Source: an optimization exercise on an open RTL-to-GDS flow (aim: small area, a short achievable clock period and few clock cycles per item). Production flows keep margins and buffers that such runs may drop. RTL that was checked went through simulation tests only; none was proved equivalent to the original. Function not checked in runs 1 and 2: the RTL went through the layout flow alone. No activity file was given, so power comes from the tool's default toggle rates.

==> flow/design.v <==
module ble_sync_correlator (
    input  wire [31:0] window,    
    input  wire [31:0] aa,
    output wire [4:0]  ge
);
    wire [31:0] d;
    genvar k;
    generate
        for (k = 0; k < 32; k = k + 1) begin : g_d
            assign d[k] = window[k] ^ aa[31 - k];
        end
    endgenerate
    wire [1:0] p [0:15];
    generate
        for (k = 0; k < 16; k = k + 1) begin : g_p
            assign p[k] = {d[2*k] & d[2*k+1], d[2*k] | d[2*k+1]};
        end
    endgenerate
    wire [3:0] q [0:7];
    generate
        for (k = 0; k < 8; k = k + 1) begin : g_q
            ble_therm_merge #(.W(2)) u_m (.a({3'd0, p[2*k]}), .b({3'd0, p[2*k+1]}), .c(q[k]));
        end
    endgenerate
    wire [4:0] o [0:3];
    generate
        for (k = 0; k < 4; k = k + 1) begin : g_o
            ble_therm_merge #(.W(5)) u_m (.a({1'b0, q[2*k]}), .b({1'b0, q[2*k+1]}), .c(o[k]));
        end
    endgenerate
    wire [4:0] h0, h1;
    ble_therm_merge #(.W(5)) u_h0 (.a(o[0]), .b(o[1]), .c(h0));
    ble_therm_merge #(.W(5)) u_h1 (.a(o[2]), .b(o[3]), .c(h1));
    ble_therm_merge #(.W(5)) u_t  (.a(h0), .b(h1), .c(ge));
endmodule
module ble_therm_merge #(parameter W = 5) (
    input  wire [4:0]   a,
    input  wire [4:0]   b,
    output wire [W-1:0] c
);
    wire [5:0] ax = {a, 1'b1};    
    wire [5:0] bx = {b, 1'b1};
    genvar n, i;
    generate
        for (n = 1; n <= W; n = n + 1) begin : g_n
            wire [n:0] t;
            for (i = 0; i <= n; i = i + 1) begin : g_i
                assign t[i] = ax[i] & bx[n - i];
            end
            assign c[n-1] = |t;
        end
    endgenerate
endmodule
module ble_rx_deframer (
    input  wire        clk,
    input  wire        rst,             
    input  wire [31:0] cfg_aa,
    input  wire        cfg_phy2m,       
    input  wire [5:0]  cfg_channel,
    input  wire        cfg_whiten,
    input  wire [23:0] cfg_crc_init,
    input  wire        bit_valid,
    input  wire        bit_data,
    input  wire        bit_last,
    output wire        bit_ready,
    output reg         pdu_valid,
    output wire [7:0]  pdu_data,
    output wire        res_valid,
    output wire [11:0] res_flags,
    output wire [15:0] res_sync_pos,
    output wire [31:0] res_aa,
    output wire [15:0] res_hdr,
    output wire [7:0]  res_pdu_len,
    output wire [23:0] res_crc,
    output wire [23:0] res_crc_rx,
    output wire [15:0] res_nbits
);
    reg         ready_r;
    reg         d0, nv, l0;
    reg  [47:1] hist;
    reg         hdr15;
    reg  [31:0] aa_r;
    reg         phy_r, wht_r;
    reg  [15:0] nbits, pos;
    reg         ev, hitr, synced, frozen;
    reg  [23:0] crc, sr;
    reg  [6:0]  wh;
    reg  [2:0]  bitcnt;
    reg         hb;
    reg  [7:0]  bc;
    reg         p_hdr, p_pay, p_crc, done;    
    reg         mism, fin;
    reg         rv_r, ge32_r, full_r;
    reg         u;                            
    reg  [4:0]  psum;                         
    assign bit_ready = ready_r;
    wire take_in = bit_valid & ready_r;
    reg  take, data, last;
    always @(posedge clk) begin
        take <= take_in & ~rst;
        data <= bit_data;
        last <= bit_last;
    end
    wire synced_any = synced | hitr;
    wire hdr_valid  = ~p_hdr;
    wire clr        = fin & ~done;
    assign res_valid = rv_r;
    wire start = rst | rv_r;
    wire full = full_r | (nbits[5] & (nbits[4] | (nbits[3] & ~phy_r)));
    wire [4:0] aa_ge;
    ble_sync_correlator u_corr (
        .window ({hist[31:1], d0}),
        .aa     (aa_r),
        .ge     (aa_ge)
    );
    wire       ge32   = ge32_r | nbits[5];
    wire       e_in   = (hist[31] ^ ~u) & ge32;
    wire       e_out  = ((phy_r ? hist[47] : hist[39]) ^ ~u) & full;
    wire       q      = aa_r[0] ^ ~u;
    wire [4:0] lpre   = phy_r ? 5'd16 : 5'd8;
    wire [4:0] pm     = q ? (lpre - psum) : psum;
    wire       hit    = (pm == 5'd0) ? ~aa_ge[4] :
                        (pm == 5'd1) ? ~aa_ge[3] :
                        (pm == 5'd2) ? ~aa_ge[2] :
                        (pm == 5'd3) ? ~aa_ge[1] :
                        (pm == 5'd4) ? ~aa_ge[0] : 1'b0;
    wire [4:0] psum_adj = (e_in & ~e_out) ? psum + 5'd1 :
                          (~e_in & e_out) ? psum - 5'd1 : psum;
    wire [15:0] nbits_inc, pos_inc;
    genvar gi;
    generate
        for (gi = 0; gi < 16; gi = gi + 1) begin : g_cnt
            assign nbits_inc[gi] = nbits[gi] ^ (take & ((gi == 0) | &nbits[(gi > 0 ? gi - 1 : 0):0]));
            assign pos_inc[gi]   = pos[gi] ^ ((ev & ~hitr) & ((gi == 0) | &pos[(gi > 0 ? gi - 1 : 0):0]));
        end
    endgenerate
    wire fbit     = nv & synced_any & ~done;
    wire dbit     = d0 ^ (wht_r & wh[0]);
    wire sin      = dbit & ~clr;
    wire byte_end = fbit & (bitcnt == 3'd7);
    wire [7:0] len = {hist[33], hist[34], hist[35], hist[36], hist[37], hist[38], hist[39], hist[40]};
    wire bc_eq    = (bc == len);
    wire bc_2     = (bc == 8'd2);
    wire in_pdu   = p_hdr | (p_pay & ~bc_eq);
    wire shift_en = (take | clr) & ~frozen & ~(hitr & nv);
    wire up_en    = synced_any ? ((fbit & p_hdr) | (clr & ~hdr_valid)) : shift_en;
    wire done_next = done | (byte_end & p_crc & bc_2);
    wire crc_fb  = crc[23] ^ dbit;
    wire crc_run = fbit & in_pdu;
    wire crc_sin = clr ? 1'b0 : (crc_run ? crc_fb : crc[23]);
    wire crc_tap = crc_run & crc_fb;
    always @(posedge clk) begin
        aa_r  <= cfg_aa;
        phy_r <= cfg_phy2m;
        wht_r <= cfg_whiten;
        if (rst)
            ready_r <= 1'b1;
        else if (take_in & bit_last)
            ready_r <= 1'b0;
        else if (res_valid)
            ready_r <= 1'b1;
        nv <= take & ~rst;
        l0 <= take & last & ~rst;
        if (take | clr)
            d0 <= data & ~clr;
        if (shift_en)
            hist[32:1] <= {hist[31:1], d0};
        if (up_en) begin
            hist[47:34] <= hist[46:33];
            hist[33]    <= synced_any ? sin : hist[32];
            hdr15       <= hist[47];
        end
        nbits  <= start ? 16'd0 : nbits_inc;
        u      <= u ^ take;
        ge32_r <= ~start & ge32;
        full_r <= ~start & full;
        if (start | take)
            psum <= start ? 5'd0 : psum_adj;
        pos    <= (start | (clr & ~synced_any)) ? 16'd0 : pos_inc;
        ev     <= ~start & nv & full & ~synced_any;
        hitr   <= ~start & nv & full & ~synced_any & hit;
        synced <= ~start & synced_any;
        frozen <= ~start & (frozen | (synced_any & (take | clr | (hitr & nv))));
        if (~synced_any)
            wh <= {1'b1, cfg_channel};
        else if (fbit)
            wh <= {wh[5:0], wh[6] ^ wh[3]};
        if (~synced_any & ~clr)
            crc <= cfg_crc_init;
        else if (fbit | clr)
            crc <= {crc[22:0], crc_sin} ^ ({24{crc_tap}} & 24'h00065A);
        if (start | ~synced_any)
            mism <= 1'b0;
        else if (fbit & ~in_pdu)
            mism <= mism | (crc[23] ^ dbit);
        if (fbit | clr)
            sr <= {sin, sr[23:1]};
        pdu_valid <= ~start & byte_end & in_pdu;
        if (start) begin
            p_hdr <= 1'b1;
            p_pay <= 1'b0;
            p_crc <= 1'b0;
            done  <= 1'b0;
        end else if (byte_end) begin
            if (p_hdr & hb) begin
                p_hdr <= 1'b0;
                p_pay <= 1'b1;
            end
            if (p_pay & bc_eq) begin
                p_pay <= 1'b0;
                p_crc <= 1'b1;
            end
            if (p_crc & bc_2) begin
                p_crc <= 1'b0;
                done  <= 1'b1;
            end
        end
        if (start | (nv & l0 & ~done)) begin
            bitcnt <= 3'd0;
            bc     <= 8'd0;
        end else if (clr) begin
            {bc[2:0], bitcnt} <= {bc[2:0], bitcnt} + 6'd1;
        end else if (~synced_any) begin
            bitcnt <= 3'd0;
            bc     <= 8'd0;
        end else if (fbit) begin
            bitcnt <= bitcnt + 3'd1;
            if (byte_end & ~p_hdr)
                bc <= (p_pay & bc_eq) ? 8'd1 : bc + 8'd1;
        end
        if (start | ~synced_any)
            hb <= 1'b0;
        else if (byte_end)
            hb <= 1'b1;
        rv_r <= ~start & ((((take & last) | (nv & l0 & ~done)) & done_next) |
                          (clr & (bc[2:0] == 3'd6) & (bitcnt == 3'd6)));
        if (start)
            fin <= 1'b0;
        else if (nv & l0 & ~done)
            fin <= 1'b1;
    end
    wire crc_ok = done & ~mism;
    wire [3:0] exit_st = ~synced ? 4'd7 : (done ? 4'd10 : 4'd9);
    genvar g;
    generate
        for (g = 0; g < 32; g = g + 1) begin : g_aa
            assign res_aa[g] = hist[32 - g];
        end
        for (g = 1; g < 16; g = g + 1) begin : g_hdr
            assign res_hdr[g] = hist[48 - g];
        end
        for (g = 0; g < 24; g = g + 1) begin : g_crc
            assign res_crc[g] = crc[23 - g];
        end
    endgenerate
    assign res_hdr[0]   = hdr15;
    assign res_flags    = {exit_st, 4'b0000, hdr_valid, synced, crc_ok, crc_ok};
    assign res_sync_pos = pos;
    assign res_pdu_len  = done ? len : {6'd0, hdr_valid, 1'b0};
    assign res_crc_rx   = sr;
    assign res_nbits    = nbits;
    assign pdu_data     = sr[23:16];
endmodule
==> flow/flow/run.sh <==
#!/bin/bash
# Standard ORFS layout (the standard.sh), with plain buf_1 cells as the
# port buffers instead of the default delay-buffer cell.
set -euo pipefail
cd "$(dirname "${BASH_SOURCE[0]}")/.."
export BUFFER_PORTS_ARGS="-buffer_cell sky130_fd_sc_hd__buf_1"
bash standard.sh > standard.log 2>&1
==> flow/standard.sh <==
#!/bin/bash
# synth_recipe.tcl (not shown) runs the flow's synth.tcl, then flattens the netlist and writes it again
# the make line also repeats each setting of config.mk as NAME=value (left out here)
make -C /OpenROAD-flow-scripts/flow DESIGN_CONFIG=/design/flow/config.mk WORK_HOME=/design/flow/orfs CLKGATE_MAP_FILE= SYNTH_SCRIPT=/design/flow/synth_recipe.tcl "${@:-finish}"
==> flow/config.mk <==
export PLATFORM = sky130hd
export DESIGN_NAME = ble_rx_deframer
export DESIGN_NICKNAME = ble_rx_deframer
export VERILOG_FILES = /design/flow/design.v
export SDC_FILE = /design/flow/constraint.sdc
export NUM_CORES = 4
export LEC_CHECK = 0
export CAP_MARGIN = 20
export CORE_MARGIN = 2
export CORE_UTILIZATION = 40
export PLACE_DENSITY = 0.6
export SETUP_SLACK_MARGIN = 5.0
export SLEW_MARGIN = 20
==> flow/constraint.sdc <==
create_clock -name core_clock -period 8.5 [get_ports {clk}]
set_input_delay 1.7000 -clock core_clock [delete_from_list [all_inputs] [get_ports {clk}]]
set_output_delay 1.7000 -clock core_clock [all_outputs]
set_load 0.01 [all_outputs]
==> out/results.ini, run 1 <==
[route]
antenna_left=0
viasPerCell=4.93
vias=6347
drcViolationCount=0
firstDrtPassIters=4
wirelength_mm=18.9
wire_per_inst_um=14.7
drt_iter0_markers=351

[logic_synthesis]
ys_ff_latch=208
synth_edf_count=108
synth.distinct_cells=61
netlist_instances=770
syn_area_per_cell_um2=11.6
synth.area.top_cells=edfxtp_1, dfxtp_1, xor2_1, nor2_1, xnor2_1
syn_area_um2=8920
synth.most_common_cell=edfxtp_1
ys_seq_area_share_pct=58.8
yosysWarnings=2
yosysTopAreaCellShare_pct=36.4
yosysTopAreaCell=edfxtp_1
synthTopCellsByCount=edfxtp_1, dfxtp_1, nor2_1, nand2_1, xor2_1
synth_ff_type=edfxtp_1
async_reset_ff_share_pct=0

[pwr]
irDropWorstVdd_uv=173
power.density_nw_per_um2=213
total_power_w=0.00229
leakage_nw=3.74
pwr-share-seq_pct=49.1
p_comb_share_pct=7.8
power.internal_w=0.00175
p_switching_w=0.000537
clockPowerShare_pct=43.1
netSwitchingFraction_pct=23.5

[final_layout]
finalNonFillerCells=1288
num-fill-cells=2068
syn2layout_area_growth_pct=20.2
diodes=0
nets=1074
drive_above_1_share_pct=7.74

[critical_path]
cp.arrival_ns=1.67
end_kind=output port
startpoint_type=flip-flop
cp_slowest_cell=dfxtp_1
slowest_delay_ns=0.65
crit_chain=nor2b_1, buf_1
r2r_cells=11
crit_type=reg2out
critPathMaxFanout=17
cp_data_required_time_ns=6.80

[clock_tree]
h-tree-depth=1
tritoncts=done
cts-root-buf=clkbuf_16
clock-sinks=208
cts_setup_buffers=0
cts.path.max_buffers=3
post_cts_resized=0
cts_hold_buf=0
numCtsBuffers=24
path_clk_slew_ns=0.06
clkLatencyLatePin_ns=0.52

[floorplan]
initial_utilization_pct=40.9
ios=228
core_area_um2=21800
rows=54
die_h_um=153
die_area_um2=23500
die_x_um=153

[global_routing]
grt_pass1_vias=6131
use_met2_pct=24.5
grt_use_met1_pct=22.4
grt_pass1_wl_mm=30.9
grt_use_met3_pct=3.71
grt_busiest_layer=met2
overflow=0
grt_use_total_pct=15.8
grt_max_degree=33
grt_antenna_before_repair=0

[min_path]
hold_class=reg2reg
whs_path_depth=0

[timing]
clock_skew_ns=0.0218
slew_viol_final=0
fin_crit_ns=3.37
relSlewSlack_pct=34.4
worstMarginPinSlew_ns=0.982
setup_viol=0
rsz0062_at_grt=no
fmax_mhz=297
hold_viol=0
period_share_pct=39.7
finalSetupTns_ns=0

[place]
hpwl_mm=13.4
dp_cells=1243
port_buffers=223
gp_congestion=0.841

[flow_run]
max_cap_violations=0

[status]
status=finished clean

-- worst max-delay path: cells and delay by family, from the launching register on --
family                 cells  cell delay [ns]
AND/OR/NAND/NOR            1             0.32
buffers and inverters      1             0.19
flip-flops                 1             0.65
-- layout make-up --
| class | instances | area (um^2) | area share, % |
|---|---|---|---|
| inverter | 18 | 67.6 | 0.630 |
| clock buffer | 34 | 679 | 6.34 |
| tap | 280 | 350 | 3.27 |
| timing repair buffer | 226 | 860 | 8.02 |
| sequential | 208 | 5250 | 48.9 |
| clock inverter | 10 | 88.8 | 0.829 |
| multi-input combinational | 512 | 3430 | 32.0 |
-- sequential cells by signal (all words and copies together), names as in the netlist, 3 cells and up --
| name | flops |
|---|---|
| aa_r | 32 |
| crc | 24 |
| wh | 7 |
| psum | 5 |
| bitcnt | 3 |
| pos | 16 |
| sr | 24 |
| nbits | 16 |
| bc | 8 |
| hist | 47 |
-- cell families after synthesis --
kind of cell	after synthesis	synth area share, %
xor+xnor	95	9.63
flops	208	58.8
fa+ha+maj	15	2.19
buf+inv	53	2.99
simple gates	268	15.4
other cells	1	0.0421
mux	19	2.37
compound gates	111	8.60
-- metrics by stage --
| stage | setup slack (ns) | utilization (%) | hold slack (ns) | area (um^2) |
|---|---|---|---|---|
| 2_1_floorplan | 5.63 | - | 0.431 | 8930 |
| 3_3_place_gp | 4.86 | 45.5 | 0.431 | 9940 |
| 3_5_place_dp | 4.77 | 45.5 | 0.435 | 9940 |
| 4_1_cts | 5.13 | 49.1 | 0.449 | 10700 |
| 5_1_grt | 5.05 | 49.1 | 0.458 | 10700 |
| 6_report | 5.13 | 49.1 | 0.446 | 10700 |
-- layout by cell type (no fill, tap or decap), drive strengths merged, types with 4 or more instances in the layout --
master,count
o21ai,19
ha,14
inv,18
nor2b,7
nand2b,6
a211oi,18
mux2,17
nand4,7
xor2,62
and3,8
edfxtp,108
buf,226
nand3,25
nand2,65
nor4,9
and2,19
a22oi,4
a21oi,34
and4,5
clkbuf,34
nor3,21
conb,4
clkinv,8
dfxtp,100
a2111oi,4
xnor2,33
o2111ai,7
nor2,84
-- metal layers --
| metal | up-vias | part of all wire (%) |
|---|---|---|
| met1 | 2956 | 47 |
| met2 | 185 | 43 |
| met4 | 0 | 2.3 |
| met5 | - | 0 |
| li1 | 3172 | - |
| met3 | 34 | 6.8 |
-- power groups by stage --
| stage | clock [W] | sequential [W] | combinational [W] |
|---|---|---|---|
| 2_1_floorplan | 0 | 0.00115 | 0.000119 |
| 3_3_place_gp | 0 | 0.00114 | 0.000174 |
| 3_5_place_dp | 0 | 0.00114 | 0.000177 |
| 4_1_cts | 0.00101 | 0.00112 | 0.000178 |
| 5_1_grt | 0.00105 | 0.00113 | 0.000198 |
| 6_report | 0.000986 | 0.00112 | 0.000177 |
-- worst paths after layout --
check	from	endpoint	slack, ns
worst max-delay path	done$_SDFFE_PN0P_	res_flags[0]	5.13
worst min-delay path	sr[10]$_DFFE_PP_	sr[9]$_DFFE_PP_	0.45
worst max register to register	nbits[3]$_SDFF_PN0_	psum[4]$_SDFFCE_PN0P_	5.72
worst min register to register	sr[10]$_DFFE_PP_	sr[9]$_DFFE_PP_	0.45
==> run 2, diff against run 1 <==
--- a/flow/design.v
+++ b/flow/design.v
@@ -95,12 +95,9 @@
     reg  [4:0]  psum;                         
     assign bit_ready = ready_r;
     wire take_in = bit_valid & ready_r;
-    reg  take, data, last;
-    always @(posedge clk) begin
-        take <= take_in & ~rst;
-        data <= bit_data;
-        last <= bit_last;
-    end
+    wire take = take_in;
+    wire data = bit_data;
+    wire last = bit_last;
     wire synced_any = synced | hitr;
     wire hdr_valid  = ~p_hdr;
     wire clr        = fin & ~done;
==> out/results.ini, run 2 <==
[critical_path]
startpoint_type=flip-flop
endpoint=res_flags[0]
crit_type=reg2out
cp.arrival_ns=1.67
cp_data_required_time_ns=6.80
r2r_cells=9
startpoint=done$_SDFFE_PN0P_
end_kind=output port
critPathMaxFanout=17
rrSetupSlack_ns=5.56
slowest_delay_ns=0.63
regToRegStartpoint=hist[31]$_DFFE_PP_
r2r_end=hitr$_DFF_P_
crit_chain=nor2b_1, buf_1
cp_slowest_cell=dfxtp_1

[logic_synthesis]
synthTopCellsByCount=edfxtp_1, dfxtp_1, nor2_1, nand2_1, xnor2_1
synth_ff_type=edfxtp_1
synth.most_common_cell=edfxtp_1
netlist_instances=766
ys_seq_area_share_pct=59.4
synth.distinct_cells=64
async_reset_ff_share_pct=0
yosysTopAreaCellShare_pct=37.2
yosysWarnings=2
ys_ff_latch=205
yosysTopAreaCell=edfxtp_1
synth_edf_count=108
synth.area.top_cells=edfxtp_1, dfxtp_1, xnor2_1, xor2_1, nor2_1
syn_area_um2=8730
syn_area_per_cell_um2=11.4

[clock_tree]
cts-root-buf=clkbuf_16
cts.path.max_buffers=3
clock-sinks=205
cts_hold_buf=0
cts_setup_buffers=0
post_cts_resized=0
path_clk_slew_ns=0.06
clkLatencyLatePin_ns=0.50
h-tree-depth=1
numCtsBuffers=24
tritoncts=done

[route]
drt_iter0_markers=282
vias=6167
wire_per_inst_um=14.6
wirelength_mm=18.8
antenna_left=0
viasPerCell=4.81
firstDrtPassIters=4
drcViolationCount=0

[final_layout]
nets=1067
reg.largest.list=hist (47), aa_r (32)
diodes=0
largest_register_ffs=47
top_register=hist
syn2layout_area_growth_pct=20.4
num-fill-cells=2035
finalNonFillerCells=1281
final_common_cell=buf_1
drive_above_1_share_pct=7.99
layout_common_cells=buf_1, edfxtp_1, dfxtp_1

[floorplan]
ios=228
die_x_um=152
rows=54
die_area_um2=23000
core_area_um2=21600
die_h_um=152
initial_utilization_pct=40.4

[place]
dp_cells=1237
port_buffers=223
gp_congestion=0.827
hpwl_mm=13.5

[status]
status=finished clean

[pwr]
p_comb_share_pct=9.5
irDropWorstVdd_uv=131
netSwitchingFraction_pct=24.3
leakage_nw=3.72
p_switching_w=0.000562
clockPowerShare_pct=41.2
power.internal_w=0.00175
power.density_nw_per_um2=220
total_power_w=0.00231
pwr-share-seq_pct=49.3

[timing]
rsz0062_at_grt=no
relSlewSlack_pct=37.1
worstMarginPinSlew_ns=0.943
clock_skew_ns=0.00688
setup_viol=0
fin_crit_ns=3.37
period_share_pct=39.6
fmax_mhz=297
finalSetupTns_ns=0
slew_viol_final=0
hold_viol=0

[global_routing]
grt_pass1_vias=5712
grt_pass1_wl_mm=28.5
grt_max_degree=33
use_met2_pct=24.7
grt_use_total_pct=15.6
grt_use_met3_pct=3.71
grt_use_met1_pct=20.9
overflow=0
grt_antenna_before_repair=0
grt_busiest_layer=met2

[min_path]
hold_class=reg2reg
whs_path_depth=0

[flow_run]
max_cap_violations=0

run 2: final cells by class:
class,instances,area (um^2),share of cell area (%)
tap,280,350,3.34
timing repair buffer,226,860,8.18
sequential,205,5180,49.4
inverter,24,90.1,0.858
clock buffer,33,686,6.53
clock inverter,11,60.1,0.572
multi-input combinational,502,3270,31.2
run 2: how the worst min path moves through the flow:
stage	startpoint	to	slack [ns]
after floorplan	wh[5]$_DFFE_PP_	wh[6]$_SDFFE_PP1P_	0.43
after global placement	hist[43]$_DFFE_PP_	hist[44]$_DFFE_PP_	0.43
after detailed placement	sr[7]$_DFFE_PP_	sr[6]$_DFFE_PP_	0.43
after CTS	sr[15]$_DFFE_PP_	sr[14]$_DFFE_PP_	0.44
after global routing	sr[15]$_DFFE_PP_	sr[14]$_DFFE_PP_	0.45
final	sr[15]$_DFFE_PP_	sr[14]$_DFFE_PP_	0.44
run 2: layer usage:
layer | up-vias | wire [um]
li1 | 3114 | -
met1 | 2841 | 8580
met2 | 174 | 8400
met3 | 38 | 1290
met4 | 0 | 496
met5 | - | 0
run 2: metrics by stage:
stage / setup WS (ns) / cell area [um^2] / hold slack (ns) / util [%]
2_1_floorplan: 5.16 / 8750 / 0.433 / -
3_3_place_gp: 4.91 / 9750 / 0.432 / 45.1
3_5_place_dp: 4.91 / 9760 / 0.433 / 45.1
4_1_cts: 5.12 / 10500 / 0.443 / 48.6
5_1_grt: 5.06 / 10500 / 0.454 / 48.6
6_report: 5.13 / 10500 / 0.440 / 48.6
run 2: cells by family (layout without fill, tap and decap cells):
group	Yosys count	count (layout)	share of synthesized area [%]
xor+xnor	96	96	10.2
other cells	1	4	0.0430
fa+ha+maj	16	16	2.35
compound gates	104	104	7.83
buf+inv	62	294	3.46
simple gates	264	264	14.5
mux	18	18	2.31
flops	205	205	59.4
run 2: critical path: cells and delay by family (launching register included):
kind | cells | cell delay, ns
DFF | 1 | 0.63
buffers and inverters | 1 | 0.19
and+or+nand+nor | 1 | 0.34
run 2: power by group through the flow:
stage | combinational (W) | clock (W) | sequential (W)
after floorplan | 0.000142 | 0 | 0.00116
after global placement | 0.000218 | 0 | 0.00116
after detailed placement | 0.000220 | 0 | 0.00116
after CTS | 0.000222 | 0.000982 | 0.00114
after global routing | 0.000247 | 0.00102 | 0.00114
final | 0.000220 | 0.000951 | 0.00114
==> run 3, diff against run 2 <==
--- a/flow/design.v
+++ b/flow/design.v
@@ -168,7 +168,7 @@
             hdr15       <= hist[47];
         end
         nbits  <= start ? 16'd0 : nbits_inc;
-        u      <= u ^ take;
+        u      <= ~start & (u ^ take);
         ge32_r <= ~start & ge32;
         full_r <= ~start & full;
         if (start | take)
==> flow/flow/run.sh (replaced) <==
#!/bin/bash
# Standard ORFS layout (the standard.sh), with plain buf_1 cells as the
# port buffers instead of the default delay-buffer cell, and a larger setup
# margin for the resizer's timing repair.
set -euo pipefail
cd "$(dirname "${BASH_SOURCE[0]}")/.."
export BUFFER_PORTS_ARGS="-buffer_cell sky130_fd_sc_hd__buf_1"
export SETUP_SLACK_MARGIN=5.6
bash standard.sh > standard.log 2>&1
--- a/flow/config.mk
+++ b/flow/config.mk
@@ -8,6 +8,8 @@
 export CAP_MARGIN = 20
 export CORE_MARGIN = 2
 export CORE_UTILIZATION = 40
+export CTS_BUF_LIST = sky130_fd_sc_hd__clkbuf_8
+export CTS_CLUSTER_DIAMETER = 60
+export CTS_CLUSTER_SIZE = 16
 export PLACE_DENSITY = 0.6
-export SETUP_SLACK_MARGIN = 5.0
 export SLEW_MARGIN = 20
==> out/results.ini, run 3 <==
[pwr]
pwr-share-seq_pct=53.8
leakage_nw=3.96
total_power_w=0.00210
power.internal_w=0.00154
irDropWorstVdd_uv=131
p_switching_w=0.000557
p_comb_share_pct=10.8
netSwitchingFraction_pct=26.6
power.density_nw_per_um2=194
clockPowerShare_pct=35.4

[floorplan]
die_h_um=152
rows=54
die_area_um2=23100
core_area_um2=21600
ios=228
die_x_um=152
initial_utilization_pct=40.5

[final_layout]
layout_common_cells=buf_1, edfxtp_1, dfxtp_1
diodes=0
drive_above_1_share_pct=16.9
top_register=hist
num-fill-cells=1987
reg.largest.list=hist (47), aa_r (32)
final_common_cell=buf_1
stdcell_area_um2=10800
nets=1097
largest_register_ffs=47
syn2layout_area_growth_pct=23.9

[place]
gp_congestion=0.815
hpwl_mm=14.1
dp_slack_ns=4.92
dpl_cell_area_um2=9870
port_buffers=223

[logic_synthesis]
synth_ff_type=edfxtp_1
ys_seq_area_share_pct=59.3
yosysTopAreaCellShare_pct=37.1
yosysTopAreaCell=edfxtp_1
netlist_instances=765
synth.most_common_cell=edfxtp_1
synth.distinct_cells=66
ys_ff_latch=205
yosysWarnings=2
synth_edf_count=108
synthTopCellsByCount=edfxtp_1, dfxtp_1, nor2_1, nand2_1, xnor2_1
syn_area_per_cell_um2=11.4
syn_area_um2=8750
async_reset_ff_share_pct=0
synth.area.top_cells=edfxtp_1, dfxtp_1, xnor2_1, xor2_1, nor2_1

[timing]
fmax_mhz=332
hold_viol=0
relSlewSlack_pct=32.9
fin_crit_ns=3.01
finalSetupTns_ns=0
slew_viol_final=0
period_share_pct=35.4
setup_viol=0
worstMarginPinSlew_ns=1.00
rsz0062_at_grt=yes
layout_setup_ws_ns=5.49
clock_skew_ns=0.0272

[critical_path]
crit_type=reg2out
rrSetupSlack_ns=5.65
r2r_end=hitr$_DFF_P_
critPathMaxFanout=7
regToRegStartpoint=hist[8]$_DFFE_PP_
startpoint=done$_SDFFE_PN0P_
cp.arrival_ns=1.31
r2r_cells=10
endpoint=res_pdu_len[2]
end_kind=output port
startpoint_type=flip-flop
cp_data_required_time_ns=6.80

[clock_tree]
tritoncts=done
clock-sinks=205
cts_hold_buf=0
h-tree-depth=1
clkLatencyLatePin_ns=0.54
cts.path.max_buffers=3
numCtsBuffers=22
path_clk_slew_ns=0.10
cts-root-buf=clkbuf_8

[route]
drt_iter0_markers=253
wirelength_mm=19.9
vias=6463
wire_per_inst_um=15.2
drcViolationCount=0
firstDrtPassIters=5
antenna_left=0
viasPerCell=4.94

[global_routing]
grt_max_degree=33
grt_antenna_before_repair=0
grt_use_total_pct=16.4
grt_pass1_wl_mm=31.6
overflow=0
grt_pass1_vias=6183

[min_path]
hold_class=reg2reg
whs_path_depth=0

[flow_run]
max_cap_violations=0

[status]
status=finished clean

==> run 3: changes by cell type after synthesis, sizes merged, moves of 4 or more <==
cell,change
nand3,-8
o211ai,+6
nand2,-5
o21ai,-5
nor4,+4
==> run 3: routing by layer <==
layer	part of all wire, %	track usage (%)	up-vias
li1	-	-	3184
met1	47	22.8	3046
met2	44	26.3	200
met3	6.0	3.45	33
met4	2.3	4.58	0
met5	0	0	-
==> run 3: final cells by class <==
cell class	count	area, um^2	share of cell area (%)
Inverter	24	95.1	0.877
Sequential cell	205	5210	48.0
Tap cell	280	350	3.23
Clock buffer	25	344	3.17
Timing Repair Buffer	258	1220	11.2
Clock inverter	15	183	1.69
Multi-Input combinational cell	502	3440	31.7
==> run 3: cell families after synthesis <==
group / after synthesis / synth area share, %
XOR/XNOR: 95 / 9.94
other: 1 / 0.0429
AND/OR/NAND/NOR: 262 / 14.5
buffers and inverters: 61 / 3.40
multiplexers: 18 / 2.30
flip-flops: 205 / 59.3
adder cells (fa/ha/maj): 16 / 2.36
AO/OA/AOI/OAI: 107 / 8.15
==> run 3: power groups by stage <==
stage	Combinational [W]	Clock, W	Sequential [W]
floorplan	0.000133	0	0.00116
global placement	0.000202	0	0.00116
detailed placement	0.000207	0	0.00116
CTS	0.000224	0.000770	0.00113
global route	0.000253	0.000807	0.00114
finish	0.000228	0.000743	0.00113
==> run 3: through the flow <==
step | utilization (%) | hold WS, ns | cells
6_report | 50.1 | 0.456 | 1309
3_5_place_dp | 45.7 | 0.433 | 1237
5_1_grt | 50.1 | 0.463 | 1309
2_1_floorplan | - | 0.433 | 768
3_3_place_gp | 45.6 | 0.430 | 1237
4_1_cts | 49.5 | 0.457 | 1301
==> run 3: how the worst min path moves through the flow <==
stage	end	from	slack [ns]
floorplan	wh[6]$_SDFFE_PP1P_	wh[5]$_DFFE_PP_	0.43
detailed placement	sr[11]$_DFFE_PP_	sr[12]$_DFFE_PP_	0.43
CTS	sr[11]$_DFFE_PP_	sr[12]$_DFFE_PP_	0.46
global placement	hist[42]$_DFFE_PP_	hist[41]$_DFFE_PP_	0.43
global route	sr[11]$_DFFE_PP_	sr[12]$_DFFE_PP_	0.46
finish	sr[11]$_DFFE_PP_	sr[12]$_DFFE_PP_	0.46
==> run 3: repair_timing <==
action,in CTS,in global routing
endpoints found under the setup margin,32,36
pin swaps,5,5
gates resized for setup,43,26
setup buffers,24,8
==> run 3: critical path: stages, from the launching register on <==
cell	delay (ns)
dfxtp_4	0.37
buf_12	0.13
and2_4	0.15
buf_6	0.11
Testbench counts of run 3, summed over its fixed seeds: cycles 147,147, bits 146,743.
==> run 4, diff against run 3 <==
--- a/flow/config.mk
+++ b/flow/config.mk
@@ -8,8 +8,5 @@
 export CAP_MARGIN = 20
 export CORE_MARGIN = 2
 export CORE_UTILIZATION = 40
-export CTS_BUF_LIST = sky130_fd_sc_hd__clkbuf_8
-export CTS_CLUSTER_DIAMETER = 60
-export CTS_CLUSTER_SIZE = 16
 export PLACE_DENSITY = 0.6
 export SLEW_MARGIN = 20
==> out/results.ini, run 4 <==
[status]
status=finished clean

[route]
wirelength_mm=19.5
drcViolationCount=0
firstDrtPassIters=4
wire_per_inst_um=15.0
viasPerCell=4.93
drt_iter0_markers=293
vias=6419
antenna_left=0

[final_layout]
diodes=0
nets=1088
reg.largest.list=hist (47), aa_r (32)
top_register=hist
finalNonFillerCells=1301
layout_common_cells=buf_1, edfxtp_1, dfxtp_1
largest_register_ffs=47
final_common_cell=buf_1
syn2layout_area_growth_pct=24.1
drive_above_1_share_pct=13.1

[clock_tree]
cts-root-buf=clkbuf_16
clkLatencyLatePin_ns=0.51
h-tree-depth=1
cts.path.max_buffers=3
cts_hold_buf=0
path_clk_slew_ns=0.06
clock-sinks=205
numCtsBuffers=23
tritoncts=done

[timing]
fmax_mhz=339
hold_viol=0
period_share_pct=34.7
relSlewSlack_pct=33.9
worstMarginPinSlew_ns=0.991
finalSetupTns_ns=0
slew_viol_final=0
rsz0062_at_grt=yes
clock_skew_ns=0.00917
setup_viol=0
fin_crit_ns=2.95

[critical_path]
end_kind=output port
crit_type=reg2out
cp_data_required_time_ns=6.80
rrSetupSlack_ns=5.70
critPathMaxFanout=3
startpoint_type=flip-flop
cp.arrival_ns=1.25

[global_routing]
overflow=0
grt_antenna_before_repair=0
grt_pass1_wl_mm=31.6
grt_use_total_pct=16.4
grt_max_degree=33
grt_pass1_vias=6183

[place]
gp_congestion=0.815
port_buffers=223
hpwl_mm=14.1
dp_cells=1237

[floorplan]
die_h_um=152
ios=228
die_area_um2=23100
rows=54
initial_utilization_pct=40.5
core_area_um2=21600
die_x_um=152

[logic_synthesis]
synth_ff_type=edfxtp_1
syn_area_um2=8750
async_reset_ff_share_pct=0
netlist_instances=765
synth.most_common_cell=edfxtp_1
synth.distinct_cells=66
synth_edf_count=108
yosysWarnings=2
ys_ff_latch=205
synthTopCellsByCount=edfxtp_1, dfxtp_1, nor2_1, nand2_1, xnor2_1
syn_area_per_cell_um2=11.4
ys_seq_area_share_pct=59.3
synth.area.top_cells=edfxtp_1, dfxtp_1, xnor2_1, xor2_1, nor2_1
yosysTopAreaCell=edfxtp_1
yosysTopAreaCellShare_pct=37.1

[flow_run]
max_cap_violations=0

[pwr]
leakage_nw=3.94
power.density_nw_per_um2=213
irDropWorstVdd_uv=166

[min_path]
hold_class=reg2reg

## run 4: cell counts after synthesis
No cell type changed its count.
## run 4: cells by family after synthesis
logic type / count (synthesis) / synth area share, %
adders and majority gates: 16 / 2.36
muxes: 18 / 2.30
xor gates and xnor gates: 95 / 9.94
DFF: 205 / 59.3
other: 1 / 0.0429
buffers and inverters: 61 / 3.40
AOI/OAI and AO/OA: 107 / 8.15
and+or+nand+nor: 262 / 14.5
## run 4: final timing paths
kind / startpoint / to / cells after the start
hold / removal: sr[12]$_DFFE_PP_ / sr[11]$_DFFE_PP_ / 0
setup reg to reg: psum[1]$_SDFFCE_PN0P_ / hitr$_DFF_P_ / 11
setup / recovery: hist[40]$_DFFE_PP_ / res_pdu_len[0] / 2
hold reg to reg: sr[12]$_DFFE_PP_ / sr[11]$_DFFE_PP_ / 0
## run 4: cell type report
class / count / area, um^2
Clock buffer: 30 / 642
Tap cell: 280 / 350
Clock inverter: 12 / 98.8
Inverter: 24 / 95.1
Timing Repair Buffer: 248 / 1070
Fill cell: 1988 / 10800
Sequential cell: 205 / 5190
Multi-Input combinational cell: 502 / 3400
## run 4: per-stage QoR
stage | instance area [um^2] | hold WS [ns] | util (%) | total power (W) | setup WS [ns]
CTS | 10800 | 0.447 | 49.8 | 0.00234 | 5.52
global route | 10900 | 0.451 | 50.2 | 0.00242 | 5.48
floorplan | 8860 | 0.433 | - | 0.00129 | 5.34
finish | 10900 | 0.446 | 50.2 | 0.00231 | 5.55
global placement | 9870 | 0.430 | 45.6 | 0.00136 | 4.99
detailed placement | 9870 | 0.433 | 45.7 | 0.00136 | 4.92
## run 4: critical path, cell delays in order (launching register included)
cell and delay, ns:
edfxtp_1 0.43, and2_1 0.18, buf_2 0.13
## run 4: repair_timing
item | CTS | global route
endpoints found under the setup margin | 22 | 17
resized for setup | 15 | 15
pin swaps | 9 | 7
setup buffers | 17 | 5
cloned | 0 | 0
## run 4: per-layer routing
layer	up-vias	routed length [um]	global-route usage (%)
met3	27	1290	3.54
met5	-	0	0
met1	3013	9100	22.8
met2	208	8740	26.0
met4	0	372	4.72
li1	3171	-	-
## run 4: where the power goes
group          internal (W)  switching [W]  leakage, nW  total, W
clock              0.000565       0.000393        0.362  0.000958
combinational     0.0000919       0.000129         1.72  0.000221
sequential          0.00109      0.0000379         1.86   0.00113
==> run 5, diff against run 4 <==
==> flow/flow/run.sh (replaced) <==
#!/bin/bash
# Standard ORFS layout (the standard.sh) with: plain buf_1 cells as the
# port buffers, a larger setup margin for the resizer's timing repair, and a
# clock tree of clkbuf_8 buffers without dummy loads.
set -euo pipefail
cd "$(dirname "${BASH_SOURCE[0]}")/.."
export BUFFER_PORTS_ARGS="-buffer_cell sky130_fd_sc_hd__buf_1"
export SETUP_SLACK_MARGIN=5.6
export CTS_ARGS="-sink_clustering_enable -repair_clock_nets -dont_use_dummy_load -buf_list sky130_fd_sc_hd__clkbuf_8 -sink_clustering_size 16 -sink_clustering_max_diameter 60"
bash standard.sh > standard.log 2>&1
==> out/results.ini, run 5 <==
[clock_tree]
numCtsBuffers=22
tritoncts=done
cts-root-buf=clkbuf_8
path_clk_slew_ns=0.09
clock-sinks=205
cts.path.max_buffers=3
cts_hold_buf=0
clkLatencyLatePin_ns=0.54
h-tree-depth=1

[critical_path]
cp_data_required_time_ns=6.80
crit_type=reg2out
critPathMaxFanout=7
cp.arrival_ns=1.31
end_kind=output port
startpoint_type=flip-flop

[final_layout]
diodes=0
largest_register_ffs=47
stdcell_area_um2=10600
drive_above_1_share_pct=15.0
top_register=hist
final_common_cell=buf_1
syn2layout_area_growth_pct=21.1
reg.largest.list=hist (47), aa_r (32)
layout_common_cells=buf_1, edfxtp_1, dfxtp_1
nets=1095

[timing]
hold_viol=0
rsz0062_at_grt=yes
fin_crit_ns=3.01
setup_viol=0
finalSetupTns_ns=0
slew_viol_final=0
layout_setup_ws_ns=5.49
relSlewSlack_pct=32.6
worstMarginPinSlew_ns=1.01
fmax_mhz=333
period_share_pct=35.4
clock_skew_ns=0.0487
holdWs_ns=0.451

[route]
wire_per_inst_um=15.2
vias=6405
antenna_left=0
wirelength_mm=19.5
firstDrtPassIters=4
viasPerCell=4.97
drcViolationCount=0
drt_iter0_markers=298

[global_routing]
grt_use_total_pct=16.3
grt_use_met1_pct=22.7
grt_max_degree=33
overflow=0
grt_antenna_before_repair=0
grt_use_met3_pct=3.17
grt_pass1_vias=6132
grt_busiest_layer=met2
use_met2_pct=26.0
grt_pass1_wl_mm=31.4

[logic_synthesis]
yosysTopAreaCellShare_pct=37.1
synth.distinct_cells=66
synth_ff_type=edfxtp_1
async_reset_ff_share_pct=0
synth.area.top_cells=edfxtp_1, dfxtp_1, xnor2_1, xor2_1, nor2_1
synth_edf_count=108
ys_ff_latch=205
netlist_instances=765
syn_area_um2=8750
synthTopCellsByCount=edfxtp_1, dfxtp_1, nor2_1, nand2_1, xnor2_1
synth.most_common_cell=edfxtp_1
yosysTopAreaCell=edfxtp_1
syn_area_per_cell_um2=11.4
ys_seq_area_share_pct=59.3
yosysWarnings=2

[floorplan]
die_h_um=152
rows=54
die_area_um2=23100
ios=228
initial_utilization_pct=40.5
core_area_um2=21600
die_x_um=152

[place]
port_buffers=223
dpl_cell_area_um2=9870
dp_slack_ns=4.92
hpwl_mm=14.1
gp_congestion=0.815

[min_path]
hold_class=reg2reg

[pwr]
leakage_nw=3.84
irDropWorstVdd_uv=130
power.density_nw_per_um2=179

[flow_run]
max_cap_violations=0

[status]
status=finished clean

[run 5: final timing paths]
kind                            depth (start not counted)  slack [ns]                to               start
worst max-delay path                                    3        5.49    res_pdu_len[2]   done$_SDFFE_PN0P_
worst min-delay path                                    0        0.45  sr[11]$_DFFE_PP_    sr[12]$_DFFE_PP_
worst max register to register                         10        5.65      hitr$_DFF_P_  hist[10]$_DFFE_PP_
worst min register to register                          0        0.45  sr[11]$_DFFE_PP_    sr[12]$_DFFE_PP_
[run 5: layer usage]
layer | vias up | wire length, um
li1 | 3162 | -
met1 | 3008 | 9200
met2 | 204 | 8700
met3 | 31 | 1160
met4 | 0 | 464
met5 | - | 0
[run 5: timing repair]
item,4_1_cts,5_1_grt
setup endpoints to repair,29,34
resized for setup,40,27
setup buffers,21,9
cloned,0,0
pin swaps,6,3
[run 5: cell families (layout without fill, tap and decap cells)]
family	after synthesis	count (layout)	share of synthesized area, %
compound gates	107	107	8.15
xor+xnor	95	95	9.94
fa+ha+maj	16	16	2.36
buf+inv	61	302	3.40
flops	205	205	59.3
mux	18	18	2.30
other cells	1	4	0.0429
simple gates	262	262	14.5
[run 5: power by group]
group          internal [W]  leakage (nW)  switching (W)
registers           0.00109          1.86      0.0000370
logic             0.0000953          1.83       0.000131
clock network      0.000230         0.158       0.000313
[run 5: area by class of cell]
class                           instances  area, um^2
Sequential cell                       205        5200
Tap cell                              280         350
Timing Repair Buffer                  256        1210
Clock buffer                           22         303
Multi-Input combinational cell        502        3430
Fill cell                            2012       11000
Inverter                               24        95.1
[run 5: metrics by stage]
step | utilization, % | instances | total power [W]
after floorplan | - | 768 | 0.00129
after global placement | 45.6 | 1237 | 0.00136
after detailed placement | 45.7 | 1237 | 0.00136
after CTS | 48.3 | 1280 | 0.00192
after global routing | 49.0 | 1289 | 0.00199
final | 49.0 | 1289 | 0.00190
[run 5: critical path, cell delays in order (launching register included)]
cell and delay [ns]:
dfxtp_4 0.36, buf_12 0.13, and2_4 0.15, buf_6 0.11
==> run 6, diff against run 5 <==
==> flow/flow/run.sh (replaced) <==
#!/bin/bash
# Standard ORFS layout (the standard.sh) with: plain buf_1 cells as the
# port buffers, a larger setup margin for the resizer's timing repair, and a
# clock tree of clkbuf_4 buffers without dummy loads.
set -euo pipefail
cd "$(dirname "${BASH_SOURCE[0]}")/.."
export BUFFER_PORTS_ARGS="-buffer_cell sky130_fd_sc_hd__buf_1"
export SETUP_SLACK_MARGIN=5.6
export CTS_ARGS="-sink_clustering_enable -repair_clock_nets -dont_use_dummy_load -buf_list sky130_fd_sc_hd__clkbuf_4 -sink_clustering_size 10 -sink_clustering_max_diameter 40"
bash standard.sh > standard.log 2>&1
==> out/results.ini, run 6 <==
[global_routing]
grt_use_met1_pct=23.3
grt_pass1_wl_mm=33.5
grt_use_total_pct=17.3
grt_antenna_before_repair=1
overflow=0
grt_busiest_layer=met2
grt_max_degree=33
use_met2_pct=28.2
grt_pass1_vias=6700
grt_use_met3_pct=3.51

[logic_synthesis]
synth_edf_count=108
yosys.area_share.simple_pct=14.5
ys_ff_latch=205
synth_compound_gate_area_share_pct=8.15
yosysTopAreaCell=edfxtp_1
yosysTopAreaCellShare_pct=37.1
synth_xor_area_share_pct=9.94
synth.most_common_cell=edfxtp_1
netlist_instances=765
synthTopCellsByCount=edfxtp_1, dfxtp_1, nor2_1, nand2_1, xnor2_1
muxShareOfSynthArea_pct=2.30
synthAdderAreaFrac_pct=2.36
async_reset_ff_share_pct=0
synth_ff_type=edfxtp_1
synth.area.top_cells=edfxtp_1, dfxtp_1, xnor2_1, xor2_1, nor2_1
syn_area_per_cell_um2=11.4
synth.distinct_cells=66
synth_top_family_by_area=simple AND/OR/NAND/NOR gates
yosysWarnings=2
ys_seq_area_share_pct=59.3
syn_area_um2=8750

[place]
gp_congestion=0.815
hpwl_mm=14.1
port_buffers=223

[route]
wirelength_mm=21.3
vias=6948
wire_per_inst_um=15.1
drt_iter0_markers=296
firstDrtPassIters=5
antenna_left=0
viasPerCell=4.94
drcViolationCount=0

[final_layout]
top_register=hist
syn2layout_area_growth_pct=35.2
final_common_cell=buf_4
drive_above_1_share_pct=36.8
fin_util_pct=54.7
layout_common_cells=buf_4, edfxtp_1, buf_1
nets=1212
reg.largest.list=hist (47), aa_r (32)
largest_register_ffs=47

[timing]
worstMarginPinSlew_ns=0.999
period_share_pct=36.9
fin_crit_ns=3.13
hold_viol=0
finalSetupTns_ns=0
fmax_mhz=319
slew_viol_final=0
rsz0062_at_grt=yes
clock_skew_ns=0.0457
relSlewSlack_pct=33.3
setup_viol=0

[critical_path]
cp_data_required_time_ns=6.80
startpoint=hist[37]$_DFFE_PP_
end_kind=output port
crit_type=reg2out
critPathMaxFanout=3
startpoint_type=flip-flop
regToRegStartpoint=hist[8]$_DFFE_PP_
cp.arrival_ns=1.43

[pwr]
leakage_nw=4.82
irDropWorstVdd_uv=123
power.density_nw_per_um2=158

[flow_run]
max_cap_violations=0

[floorplan]
rows=54
die_h_um=152
ios=228
initial_utilization_pct=40.5
die_x_um=152
core_area_um2=21600
die_area_um2=23100

[clock_tree]
cts.path.max_buffers=3
clock-sinks=205
path_clk_slew_ns=0.10
numCtsBuffers=31
h-tree-depth=1
cts-root-buf=clkbuf_4
tritoncts=done
clkLatencyLatePin_ns=0.68

[min_path]
hold_class=reg2reg
min_from=hist[13]$_DFFE_PP_

[status]
status=finished clean

==> run 6: cell counts after synthesis <==
No cell type changed its count.
==> run 6: cell type report <==
class,instances,area [um^2]
diodes,1,2.50
clock buffers,31,233
fillers,1864,9790
inverters,24,95.1
multi-input cells,502,3490
flip-flops and latches,205,5260
well taps,280,350
repair buffers,364,2400
==> run 6: worst max-delay path, stage by stage (launching register included) <==
cell and delay, ns:
edfxtp_1 0.44, and2_4 0.19, buf_2 0.13
==> run 6: path summary, 6_finish.rpt <==
check	depth (start not counted)	slack, ns	end
max reg2reg	11	5.61	hitr$_DFF_P_
min reg2reg	0	0.43	hist[14]$_DFFE_PP_
min	0	0.43	hist[14]$_DFFE_PP_
max	2	5.37	res_pdu_len[3]
==> run 6: kinds of logic (layout without fill, tap and decap cells) <==
| kind of cell | count (synthesis) | count (layout) |
|---|---|---|
| compound gates | 107 | 107 |
| xor+xnor | 95 | 95 |
| simple gates | 262 | 262 |
| buf+inv | 61 | 419 |
| mux | 18 | 18 |
| other cells | 1 | 5 |
| fa+ha+maj | 16 | 16 |
| flops | 205 | 205 |
==> run 6: where the power goes <==
part           total [W]  internal (W)  switching, W
Clock           0.000475      0.000166      0.000309
Combinational   0.000277      0.000130      0.000147
Sequential       0.00112       0.00109     0.0000315
==> run 6: what timing repair did <==
action / in CTS / in global routing
pin swaps: 1 / 7
hold buffers: 0 / 0
setup buffers: 105 / 33
setup endpoints to repair: 155 / 150
gates cloned: 0 / 0
resized for setup: 153 / 120
==> run 6: stage by stage <==
| step | worst slack [ns] | instances | hold slack (ns) | power [W] | cell area (um^2) |
|---|---|---|---|---|---|
| detailed placement | 4.92 | 1237 | 0.433 | 0.00136 | 9870 |
| CTS | 5.31 | 1373 | 0.455 | 0.00188 | 11300 |
| global placement | 4.99 | 1237 | 0.430 | 0.00136 | 9870 |
| global route | 5.29 | 1407 | 0.454 | 0.00197 | 11800 |
| finish | 5.37 | 1407 | 0.435 | 0.00187 | 11800 |
| floorplan | 5.34 | 768 | 0.433 | 0.00129 | 8860 |
==> run 6: metal layers <==
| metal | wire [um] | vias to the layer above |
|---|---|---|
| met4 | 484 | 0 |
| met1 | 9760 | 3270 |
| met3 | 1240 | 39 |
| met5 | 0 | - |
| met2 | 9770 | 229 |
| li1 | - | 3410 |
==> run 7, diff against run 6 <==
--- a/flow/design.v
+++ b/flow/design.v
@@ -93,12 +93,14 @@
     reg         rv_r, ge32_r, full_r;
     reg         u;                            
     reg  [4:0]  psum;                         
+    reg         rst_d;                        
+    reg         o_nsyn, o_f9, o_f8, o_hv, o_ok;  
     assign bit_ready = ready_r;
     wire take_in = bit_valid & ready_r;
     wire take = take_in;
     wire data = bit_data;
     wire last = bit_last;
-    wire synced_any = synced | hitr;
+    wire synced_any = synced | (hitr & ~rst_d);
     wire hdr_valid  = ~p_hdr;
     wire clr        = fin & ~done;
     assign res_valid = rv_r;
@@ -146,8 +148,18 @@
     wire crc_run = fbit & in_pdu;
     wire crc_sin = clr ? 1'b0 : (crc_run ? crc_fb : crc[23]);
     wire crc_tap = crc_run & crc_fb;
+    wire synced_n = ~start & synced_any;
+    wire done_n   = ~start & done_next;
+    wire p_hdr_n  = start | (p_hdr & ~(byte_end & hb));
+    wire mism_n   = (start | ~synced_any) ? 1'b0 :
+                    (fbit & ~in_pdu) ? (mism | (crc[23] ^ dbit)) : mism;
     always @(posedge clk) begin
         aa_r  <= cfg_aa;
+        o_nsyn <= ~synced_n;
+        o_f9   <= ~synced_n | done_n;
+        o_f8   <= ~(synced_n & done_n);
+        o_hv   <= ~p_hdr_n;
+        o_ok   <= done_n & ~mism_n;
         phy_r <= cfg_phy2m;
         wht_r <= cfg_whiten;
         if (rst)
@@ -175,8 +187,9 @@
             psum <= start ? 5'd0 : psum_adj;
         pos    <= (start | (clr & ~synced_any)) ? 16'd0 : pos_inc;
         ev     <= ~start & nv & full & ~synced_any;
-        hitr   <= ~start & nv & full & ~synced_any & hit;
-        synced <= ~start & synced_any;
+        hitr   <= nv & full & ~synced_any & hit;
+        rst_d  <= rst;
+        synced <= synced_n;
         frozen <= ~start & (frozen | (synced_any & (take | clr | (hitr & nv))));
         if (~synced_any)
             wh <= {1'b1, cfg_channel};
@@ -186,10 +199,7 @@
             crc <= cfg_crc_init;
         else if (fbit | clr)
             crc <= {crc[22:0], crc_sin} ^ ({24{crc_tap}} & 24'h00065A);
-        if (start | ~synced_any)
-            mism <= 1'b0;
-        else if (fbit & ~in_pdu)
-            mism <= mism | (crc[23] ^ dbit);
+        mism <= mism_n;
         if (fbit | clr)
             sr <= {sin, sr[23:1]};
         pdu_valid <= ~start & byte_end & in_pdu;
@@ -236,8 +246,6 @@
         else if (nv & l0 & ~done)
             fin <= 1'b1;
     end
-    wire crc_ok = done & ~mism;
-    wire [3:0] exit_st = ~synced ? 4'd7 : (done ? 4'd10 : 4'd9);
     genvar g;
     generate
         for (g = 0; g < 32; g = g + 1) begin : g_aa
@@ -251,7 +259,7 @@
         end
     endgenerate
     assign res_hdr[0]   = hdr15;
-    assign res_flags    = {exit_st, 4'b0000, hdr_valid, synced, crc_ok, crc_ok};
+    assign res_flags    = {synced, o_nsyn, o_f9, o_f8, 4'b0000, o_hv, synced, o_ok, o_ok};
     assign res_sync_pos = pos;
     assign res_pdu_len  = done ? len : {6'd0, hdr_valid, 1'b0};
     assign res_crc_rx   = sr;
==> flow/flow/run.sh (replaced) <==
#!/bin/bash
# Standard ORFS layout (the standard.sh) with: plain buf_1 cells as the
# port buffers, a larger setup margin for the resizer's timing repair, and a
# clock tree of clkbuf_8 buffers without dummy loads.
set -euo pipefail
cd "$(dirname "${BASH_SOURCE[0]}")/.."
export BUFFER_PORTS_ARGS="-buffer_cell sky130_fd_sc_hd__buf_1"
export SETUP_SLACK_MARGIN=5.6
export CTS_ARGS="-sink_clustering_enable -repair_clock_nets -dont_use_dummy_load -buf_list sky130_fd_sc_hd__clkbuf_8 -sink_clustering_size 16 -sink_clustering_max_diameter 60"
bash standard.sh > standard.log 2>&1
--- a/flow/config.mk
+++ b/flow/config.mk
@@ -5,6 +5,7 @@
 export SDC_FILE = /design/flow/constraint.sdc
 export NUM_CORES = 4
 export LEC_CHECK = 0
+export ABC_AREA = 1
 export CAP_MARGIN = 20
 export CORE_MARGIN = 2
 export CORE_UTILIZATION = 40
==> out/results.ini, run 7 <==
[status]
status=finished clean

[min_path]
hold_class=reg2reg

[critical_path]
rrSetupSlack_ns=5.63
end_kind=output port
cp_slowest_cell=dfxtp_4
crit_buf_inv=2
slowest_delay_ns=0.37
crit_chain=buf_6, nand2_1, o21ai_2, buf_2
critPathTopFamily=flip-flops
cp_data_required_time_ns=6.80
crit_type=reg2out
cp.arrival_ns=1.31
critPathMaxFanout=6
startpoint_type=flip-flop

[final_layout]
seqCellArea_um2=5310
drive_above_1_share_pct=8.65
top_register=hist
nets=1473
num-fill-cells=2348
fin_util_pct=48.0
final_common_cell=nand2_1
largest_register_ffs=47
syn2layout_area_growth_pct=17.9
multi_input_area_um2=3490
layout_common_cells=nand2_1, buf_1, inv_1
reg.largest.list=hist (47), aa_r (32)

[clock_tree]
tritoncts=done
path_clk_slew_ns=0.10
numCtsBuffers=21
cts.path.max_buffers=3
cts-root-buf=clkbuf_8
clkLatencyLatePin_ns=0.54
clock-sinks=211
h-tree-depth=1

[global_routing]
grt_use_total_pct=17.1
grt_max_degree=34
grt_antenna_before_repair=1
overflow=0
grt_pass1_vias=7059
grt_pass1_wl_mm=34.3

[logic_synthesis]
ys_seq_area_share_pct=55.5
yosysWarnings=2
synth_ff_type=edfxtp_1
async_reset_ff_share_pct=0
synth_edf_count=108
synth.distinct_cells=40
synth.area.top_cells=edfxtp_1, dfxtp_1, nand2_1, inv_1, nor2_1
yosysTopAreaCellShare_pct=33.9
ys_ff_latch=211
syn_area_um2=9560
syn_area_per_cell_um2=8.38
yosysTopAreaCell=edfxtp_1
synth.most_common_cell=nand2_1
netlist_instances=1141
synthTopCellsByCount=nand2_1, inv_1, nor2_1, edfxtp_1, dfxtp_1

[timing]
worstMarginPinSlew_ns=0.828
fmax_mhz=332
rsz0062_at_grt=yes
holdWs_ns=0.452
layout_setup_ws_ns=5.49
slew_viol_final=0
finalSetupTns_ns=0
setup_viol=0
clock_skew_ns=0.0664
fin_crit_ns=3.01
period_share_pct=35.4
hold_viol=0
relSlewSlack_pct=44.8

[floorplan]
die_h_um=159
die_area_um2=25200
die_x_um=159
core_area_um2=23500
initial_utilization_pct=40.7
ios=228
rows=56

[route]
drt_iter0_markers=500
firstDrtPassIters=6
antenna_left=0
drcViolationCount=0
wire_per_inst_um=13.0
vias=7821
viasPerCell=4.58
wirelength_mm=22.1

[pwr]
netSwitchingFraction_pct=26.0
p_switching_w=0.000500
irDropWorstVdd_uv=103
leakage_nw=5.18
p_comb_share_pct=11.7
power.density_nw_per_um2=171
clockPowerShare_pct=28.2
pwr-share-seq_pct=60.1
power.internal_w=0.00143

[place]
port_buffers=223
gp_congestion=0.836
hpwl_mm=16.2
dp_slack_ns=4.90

[flow_run]
max_cap_violations=0

## run 7: changes by cell type in the layout (fill, tap and decap cells not counted), sizes merged, moves of 14 or more
cell / change
and2: -14
buf: -49
clkbuf: -72
inv: +149
mux2: -17
nand2: +323
nor2: +46
o211ai: -14
o21ai: +28
xnor2: -43
xor2: -27
## run 7: repair_timing
| item | in CTS | in global routing |
|---|---|---|
| pin swaps | 1 | 2 |
| setup buffers | 13 | 14 |
| resized for setup | 8 | 43 |
| hold buffers | 0 | 0 |
| endpoints found under the setup margin | 38 | 77 |
| cloned | 0 | 1 |
## run 7: final timing paths
kind | startpoint | to | depth (start not counted)
setup / recovery | done$_SDFFE_PN0P_ | res_pdu_len[1] | 4
hold / removal | hist[44]$_DFFE_PP_ | hist[45]$_DFFE_PP_ | 0
setup reg to reg | hist[39]$_DFFE_PP_ | psum[4]$_SDFFCE_PN0P_ | 15
hold reg to reg | hist[44]$_DFFE_PP_ | hist[45]$_DFFE_PP_ | 0
## run 7: layout make-up
cell class | count | area share (%)
flip-flops and latches | 211 | 47.1
multi-input cells | 727 | 31.0
inverters | 175 | 5.94
clock buffers | 21 | 2.56
diodes | 1 | 0.0222
repair buffers | 253 | 9.86
well taps | 319 | 3.54
## run 7: power groups by stage
stage	Combinational [W]	Sequential [W]	Clock, W
after floorplan	0.000128	0.00119	0
after global placement	0.000202	0.00118	0
after detailed placement	0.000206	0.00118	0
after CTS	0.000219	0.00116	0.000571
after global routing	0.000259	0.00116	0.000604
final	0.000225	0.00116	0.000542
## run 7: per-layer routing
metal | vias to the layer above | track usage (%) | part of all wire (%) | routed length, um
met3 | 31 | 4.16 | 7.1 | 1570
li1 | 4045 | - | - | -
met2 | 219 | 28.0 | 46 | 10300
met5 | - | 0 | 0 | 0
met4 | 0 | 4.20 | 1.8 | 403
met1 | 3526 | 22.7 | 45 | 9860
## run 7: logic make-up (layout without fill, tap and decap cells)
group                    Yosys count  in the layout  synth area share (%)
AND/OR/NAND/NOR                  594            595                  26.0
flip-flops                       211            211                  55.5
buffers and inverters            207            449                  8.98
AO/OA/AOI/OAI                     88             88                  5.17
XOR/XNOR                          25             25                  2.29
adder cells (fa/ha/maj)           15             15                  2.04
other                              1              5                0.0392
## run 7: through the flow
step,total power (W),std cells,instance area [um^2]
finish,0.00192,1707,11300
global route,0.00203,1707,11300
CTS,0.00195,1691,11100
detailed placement,0.00139,1657,10700
global placement,0.00139,1657,10700
floorplan,0.00132,1144,9620
Testbench counts of run 7, summed over its fixed seeds: cycles 147,147, bits 146,743.
==> run 8, diff against run 7 <==
--- a/flow/flow/run.sh
+++ b/flow/flow/run.sh
@@ -5,6 +5,6 @@
 set -euo pipefail
 cd "$(dirname "${BASH_SOURCE[0]}")/.."
 export BUFFER_PORTS_ARGS="-buffer_cell sky130_fd_sc_hd__buf_1"
-export SETUP_SLACK_MARGIN=5.6
+export SETUP_SLACK_MARGIN=5.8
 export CTS_ARGS="-sink_clustering_enable -repair_clock_nets -dont_use_dummy_load -buf_list sky130_fd_sc_hd__clkbuf_8 -sink_clustering_size 16 -sink_clustering_max_diameter 60"
 bash standard.sh > standard.log 2>&1
--- a/flow/config.mk
+++ b/flow/config.mk
@@ -5,7 +5,6 @@
 export SDC_FILE = /design/flow/constraint.sdc
 export NUM_CORES = 4
 export LEC_CHECK = 0
-export ABC_AREA = 1
 export CAP_MARGIN = 20
 export CORE_MARGIN = 2
 export CORE_UTILIZATION = 40
==> out/results.ini, run 8 <==
[status]
status=finished clean

[floorplan]
rows=54
core_area_um2=21700
die_h_um=152
die_area_um2=23100
initial_utilization_pct=40.4
ios=228
die_x_um=152

[final_layout]
nets=1187
largest_register_ffs=47
top_register=hist
finalNonFillerCells=1381
final_common_cell=buf_4
layout_common_cells=buf_4, edfxtp_1, buf_1
reg.largest.list=hist (47), aa_r (32)
diodes=0
syn2layout_area_growth_pct=34.3
drive_above_1_share_pct=35.8
num-fill-cells=1893

[timing]
clock_skew_ns=0.100
finalSetupTns_ns=0
period_share_pct=35.0
worstMarginPinSlew_ns=0.805
rsz0062_at_grt=yes
fin_crit_ns=2.98
fmax_mhz=336
relSlewSlack_pct=46.3
hold_viol=0
slew_viol_final=0
setup_viol=0

[place]
hpwl_mm=13.5
dp_cells=1236
gp_congestion=0.820
port_buffers=223

[logic_synthesis]
synth_ff_type=edfxtp_1
netlist_instances=764
synth.area.top_cells=edfxtp_1, dfxtp_1, xnor2_1, xor2_1, nor2_1
ys_ff_latch=211
syn_area_per_cell_um2=11.5
synth_edf_count=108
syn_area_um2=8770
synthTopCellsByCount=edfxtp_1, dfxtp_1, nor2_1, nand2_1, xnor2_1
async_reset_ff_share_pct=0
yosysTopAreaCellShare_pct=37.0
yosysTopAreaCell=edfxtp_1
ys_seq_area_share_pct=60.5
synth.distinct_cells=59
synth.most_common_cell=edfxtp_1
yosysWarnings=2

[pwr]
power.density_nw_per_um2=167
leakage_nw=4.76
irDropWorstVdd_uv=84.4

[route]
wire_per_inst_um=15.2
drcViolationCount=0
wirelength_mm=20.9
antenna_left=0
firstDrtPassIters=6
drt_iter0_markers=379
viasPerCell=4.88
vias=6742

[clock_tree]
cts.path.max_buffers=3
numCtsBuffers=22
cts_hold_buf=0
tritoncts=done
h-tree-depth=1
clock-sinks=211
path_clk_slew_ns=0.10
clkLatencyLatePin_ns=0.57
cts-root-buf=clkbuf_8

[critical_path]
crit_buf_inv=1
crit_chain=and2_1, buf_2
cp.arrival_ns=1.28
startpoint_type=flip-flop
crit_type=reg2out
critPathMaxFanout=3
critPathTopFamily=flip-flops
cp_slowest_cell=edfxtp_1
end_kind=output port
slowest_delay_ns=0.43
cp_data_required_time_ns=6.80

[global_routing]
grt_pass1_wl_mm=33.0
overflow=0
grt_antenna_before_repair=0
grt_max_degree=33
grt_use_total_pct=17.1
grt_pass1_vias=6505

[flow_run]
max_cap_violations=0

[min_path]
hold_class=reg2reg

[run 8: area by class of cell]
class	instances	area (um^2)	share of cell area, %
clock buffers	22	303	2.57
multi-input cells	499	3430	29.1
flip-flops and latches	211	5380	45.7
repair inverters	1	5.00	0.0425
well taps	280	350	2.97
repair buffers	348	2230	18.9
inverters	20	78.8	0.669
[run 8: logic make-up after synthesis]
logic type	Yosys count	share of synthesized area (%)
and+or+nand+nor	260	13.8
other	1	0.0428
adders and majority gates	15	2.23
DFF	211	60.5
AOI/OAI and AO/OA	108	8.36
xor gates and xnor gates	93	9.29
buffers and inverters	57	3.34
muxes	19	2.41
[run 8: metal layers]
metal	vias up	GRT usage [%]	part of all wire [%]	wire, um
met5	-	0	0	0
met4	0	4.85	2.4	506
met3	36	3.59	5.6	1170
met2	201	26.8	45	9430
met1	3162	24.3	47	9830
li1	3343	-	-	-
[run 8: stage by stage]
step / hold slack, ns / power, W / setup WS (ns) / utilization (%) / instance area, um^2
after floorplan: 0.433 / 0.00131 / 4.74 / - / 8830
after global placement: 0.427 / 0.00137 / 4.84 / 45.3 / 9820
after detailed placement: 0.436 / 0.00137 / 4.82 / 45.3 / 9830
after CTS: 0.435 / 0.00197 / 5.48 / 51.6 / 11200
after global routing: 0.478 / 0.00206 / 5.42 / 54.3 / 11800
final: 0.460 / 0.00197 / 5.52 / 54.3 / 11800
[run 8: path summary, 6_finish.rpt]
| check | startpoint | end | slack, ns | cells past startpoint |
|---|---|---|---|---|
| max | hist[33]$_DFFE_PP_ | res_pdu_len[7] | 5.52 | 2 |
| min | sr[10]$_DFFE_PP_ | sr[9]$_DFFE_PP_ | 0.46 | 0 |
| max reg2reg | hist[8]$_DFFE_PP_ | hitr$_DFF_P_ | 5.91 | 9 |
| min reg2reg | sr[10]$_DFFE_PP_ | sr[9]$_DFFE_PP_ | 0.46 | 0 |
[run 8: what timing repair did]
item	4_1_cts	5_1_grt
gates resized for setup	150	127
buffers inserted	92	30
pin swaps	6	13
endpoints found under the setup margin	179	204
cloned	0	1
[run 8: power breakdown]
group | switching (W) | internal [W]
combinational | 0.000141 | 0.000124
clock | 0.000329 | 0.000230
sequential | 0.0000299 | 0.00112

-- re-timing with driven ports --
How much do the figures lean on ideal ports? The routed layouts below were timed once more, with nothing changed but the port constraints. Step 1 assumes that a clkbuf_16 drives the clock port and a buf_2 every other input. Step 2 adds t to the input delays and takes it off the output delays; t is the mean of the earliest and latest rising clock arrival at the registers after step 1. Input paths then give back, and output paths get back, about the clock's delay inside the block. Slacks: ideal ports / drivers / drivers and shift; pairs: ideal ports / drivers.
run	t (ns)	setup slack, ns	hold WS [ns]	cell pins on the clock port's net
run 1	0.557	5.129 / 5.083 / 4.779	0.446 / 0.446 / 0.446	1
run 2	0.547	5.131 / 5.085 / 4.861	0.440 / 0.440 / 0.440	1
run 3	0.570	5.490 / 5.450 / 5.071	0.456 / 0.456 / 0.456	1
run 4	0.549	5.549 / 5.505 / 5.088	0.446 / 0.446 / 0.446	1
run 5	0.559	5.494 / 5.453 / 5.056	0.451 / 0.451 / 0.451	1
run 6	0.689	5.366 / 5.328 / 4.945	0.435 / 0.435 / 0.435	1
run 7	0.557	5.490 / 5.445 / 5.082	0.452 / 0.452 / 0.452	1
run 8	0.565	5.522 / 5.479 / 5.264	0.460 / 0.460 / 0.460	1
After both steps setup and hold are still met in every run listed. The setup slack of run 4, which loses most, moves by -0.044 ns with the drivers and by -0.461 ns with both steps.
